Background: an optimization exercise with open tools, aiming at a short achievable clock period and few clock cycles per item. Do not read the settings as production practice. In this exercise RTL edits were held to simulation tests only and were not proved equivalent to the original. Power is estimated from default activity; no workload was simulated.

Design y86_decoder, start of the top module:
module y86_decoder (
    input  wire        clk,
    input  wire        rst,
    input  wire [63:0] start_addr,
    input  wire [63:0] stream_len,
    output wire        mem_req_valid,
    input  wire        mem_req_ready,
    output wire [60:0] mem_req_addr,
    input  wire        mem_resp_valid,
    input  wire [63:0] mem_resp_data,
    output wire        out_valid,
    input  wire        out_ready,
    output wire [63:0] out_addr,
    output wire [3:0]  out_icode,
    output wire [3:0]  out_ifun,
    output wire [3:0]  out_ra,
    output wire [3:0]  out_rb,
    output wire [63:0] out_valc,
    output wire [3:0]  out_len,
    output wire [79:0] out_bytes,
    output reg  [1:0]  status,       
    output reg  [2:0]  fail_reason,
    output reg  [3:0]  fail_offset,
    output reg  [3:0]  fail_nbytes,
    output reg  [71:0] fail_bytes,
    output reg  [63:0] stop_addr
);
==> flow/config.mk <==
export PLATFORM = sky130hd
export DESIGN_NAME = y86_decoder
export DESIGN_NICKNAME = y86_decoder
export VERILOG_FILES = /design/flow/design.v
export SDC_FILE = /design/flow/constraint.sdc
export NUM_CORES = 4
export LEC_CHECK = 0
export ABC_CLOCK_PERIOD_IN_PS = 3000
export CAP_MARGIN = 20
export CORE_MARGIN = 2
export CORE_UTILIZATION = 60
export PLACE_DENSITY = 0.7
export SLEW_MARGIN = 20
==> flow/constraint.sdc <==
create_clock -name core_clock -period 9.0 [get_ports {clk}]
set_input_delay 1.8000 -clock core_clock [delete_from_list [all_inputs] [get_ports {clk}]]
set_output_delay 1.8000 -clock core_clock [all_outputs]
set_load 0.01 [all_outputs]
standard.sh (not shown) runs the stock make flow with config.mk's settings and CLKGATE_MAP_FILE= SYNTH_SCRIPT=/design/flow/synth_recipe.tcl, a recipe that flattens the netlist after the stock synthesis.
==> flow/flow/run.sh <==
#!/bin/bash
set -euo pipefail
bash standard.sh SETUP_SLACK_MARGIN=6.0 finish > standard_flow.log 2>&1
Testbench counts at the start, summed over its fixed seeds: cycles 10,145, items 9,152.
Next try:
--- a/flow/design.v
+++ b/flow/design.v
@@ -110,12 +110,13 @@
     reg  [57:0]  nh2;        
     reg          c_gt, c_eq, c_ge;    
     reg          empty;      
     reg  [60:0]  fw;         
     reg  [60:0]  fw_h;       
     reg          rq_v;
+    reg          rq_i;       
     reg  [3:0]   nalloc;     
     reg  [2:0]   rp;         
     reg  [2:0]   ptw;        
     reg  [511:0] buff;       
     reg  [127:0] lc;         
     reg  [7:0]   ld;         
@@ -126,12 +127,13 @@
     reg          inc;        
     reg          vW;
     reg  [79:0]  win;
     reg  [3:0]   avW;
     reg  [63:0]  curW;
     reg          o_valid;
+    reg          ov_i;       
     reg  [63:0]  o_addr;
     reg  [3:0]   o_icode, o_ifun, o_ra, o_rb, o_len;
     reg  [63:0]  o_valc;
     reg  [79:0]  o_bytes;
     reg  [63:0]  h_addr;     
     reg  [3:0]   h_icode, h_ifun, h_ra, h_rb, h_len;
@@ -235,13 +237,13 @@
             c_eq <= (sa[63:32] == {nh[57:26]});
             c_ge <= (sa[31:0]  >= {nh[25:0], nl});
         end
         if (ini2)
             empty <= c_gt || (c_eq && c_ge);
     end
-    wire        acc   = rq_v && mem_req_ready;
+    wire        acc   = rq_i && mem_req_ready;
     wire [60:0] fw1   = fw_h + 61'd1;
     wire [60:0] fw_n  = acc ? fw1 : fw_h;
     wire [2:0] nfree = rst_r ? 3'd0 : pa[5:3] - ptw;
     wire [3:0] base  = nalloc - {1'b0, nfree};
     assign mem_req_valid = rq_v;
     assign mem_req_addr  = fw;
@@ -264,28 +266,26 @@
         end
     endgenerate
     integer k;
     always @(posedge clk) begin
         fw <= rst ? start_addr[63:3] : fw_n;
         fw_h <= rst ? start_addr[63:3] : (acc ? fw1 : fw);
+        rq_v <= rst || (rq_i && !mem_req_ready) || !base[3];
+        rq_i <= rst || (rq_v && !mem_req_ready) || !base[3];
         if (rst) begin
-            rq_v   <= 1'b1;
             nalloc <= 4'd1;
             rp     <= start_addr[5:3];
             ptw    <= start_addr[5:3];
             ld     <= 8'd0;
         end else begin
-            if (rq_v && !acc) begin
+            if (rq_i && !acc)
                 nalloc <= base;
-            end else if (base[3] == 1'b0) begin
-                rq_v   <= 1'b1;
+            else if (base[3] == 1'b0)
                 nalloc <= base + 4'd1;
-            end else begin
-                rq_v   <= 1'b0;
+            else
                 nalloc <= base;
-            end
             if (!rst_r)
                 ptw <= pa[5:3];
             for (k = 0; k < 8; k = k + 1) begin
                 if (((k[2:0] - ptw) < nfree))
                     ld[k] <= 1'b0;
                 if (mem_resp_valid && rp == k[2:0])
@@ -333,37 +333,41 @@
         .fail_nbytes (f_nbytes),
         .fail_bytes  (f_bytes)
     );
     wire live   = !tpend && !done;
     wire rec_v  = adv && vW && live && (dec_outcome == 3'd0);    
     wire term   = adv && vW && live && (dec_outcome != 3'd0);    
-    wire o_free = !o_valid || out_ready;
+    wire o_free = !ov_i || out_ready;
     wire cap    = adv && vW && live;
     always @(posedge clk) begin
         if (rst) begin
-            vW      <= 1'b0;
             o_valid <= 1'b0;
+            ov_i    <= 1'b0;
+        end else if (o_free) begin
+            o_valid <= sk_v || rec_v;
+            ov_i    <= sk_v || rec_v;
+        end else begin
+            o_valid <= ov_i;
+            ov_i    <= o_valid;
+        end
+        if (rst) begin
+            vW      <= 1'b0;
             sk_v    <= 1'b0;
             tpend   <= 1'b0;
             tp2     <= 1'b0;
             tend    <= 1'b0;
             done    <= 1'b0;
             status  <= 2'd0;
         end else begin
             if (adv)
                 vW <= go;
             if (sk_v) begin
-                if (o_free) begin
-                    o_valid <= 1'b1;
-                    sk_v    <= 1'b0;
-                end
-            end else begin
                 if (o_free)
-                    o_valid <= rec_v;
-                else
-                    sk_v    <= rec_v;
+                    sk_v <= 1'b0;
+            end else if (!o_free) begin
+                sk_v <= rec_v;
             end
             if (term)
                 tend <= (dec_outcome == 3'd1);
             tp2 <= tpend;
             if (((term && dec_outcome == 3'd1) || (tpend && (tend || tp2))) && !sk_v && o_free) begin
                 done   <= 1'b1;
Power rose by a few percent.
Critical path depth stays the same.
Die area rose slightly.
Synthesized area rose slightly.
Via count is about the same.
Global-route usage rose by 1.1 points.
Routed wire length rose by a few percent.
Maximum frequency fell by a few percent.
First-iteration DRC count fell slightly.
Testbench counts after the change, summed over its fixed seeds: cycles 10,145, items 9,152.

## separate check: timing with driven ports
No port has a modelled driver above. Below, the same layouts with a new extraction and two added sets of constraints.
Step 1 assumes that a clkbuf_16 drives the clock port and a buf_2 every other input.
Step 2 times the ports against the registers' clock, not the clock port: input delays grow and output delays shrink by t, the midpoint of the rising clock arrivals with the driver on.
a / b / c = ideal ports / drivers / drivers and shift; a / b = the first two.
| run | t (ns) | setup WS [ns] | cell pins on the clock port's net |
|---|---|---|---|
| the first run | 0.933 | 5.811 / 5.722 / 5.055 | 1 |
| the second run | 0.933 | 5.721 / 5.629 / 4.960 | 1 |
After both steps setup and hold are still met in every run listed. The setup slack of the second run, which loses most, moves by -0.092 ns with the drivers and by -0.761 ns with both steps.
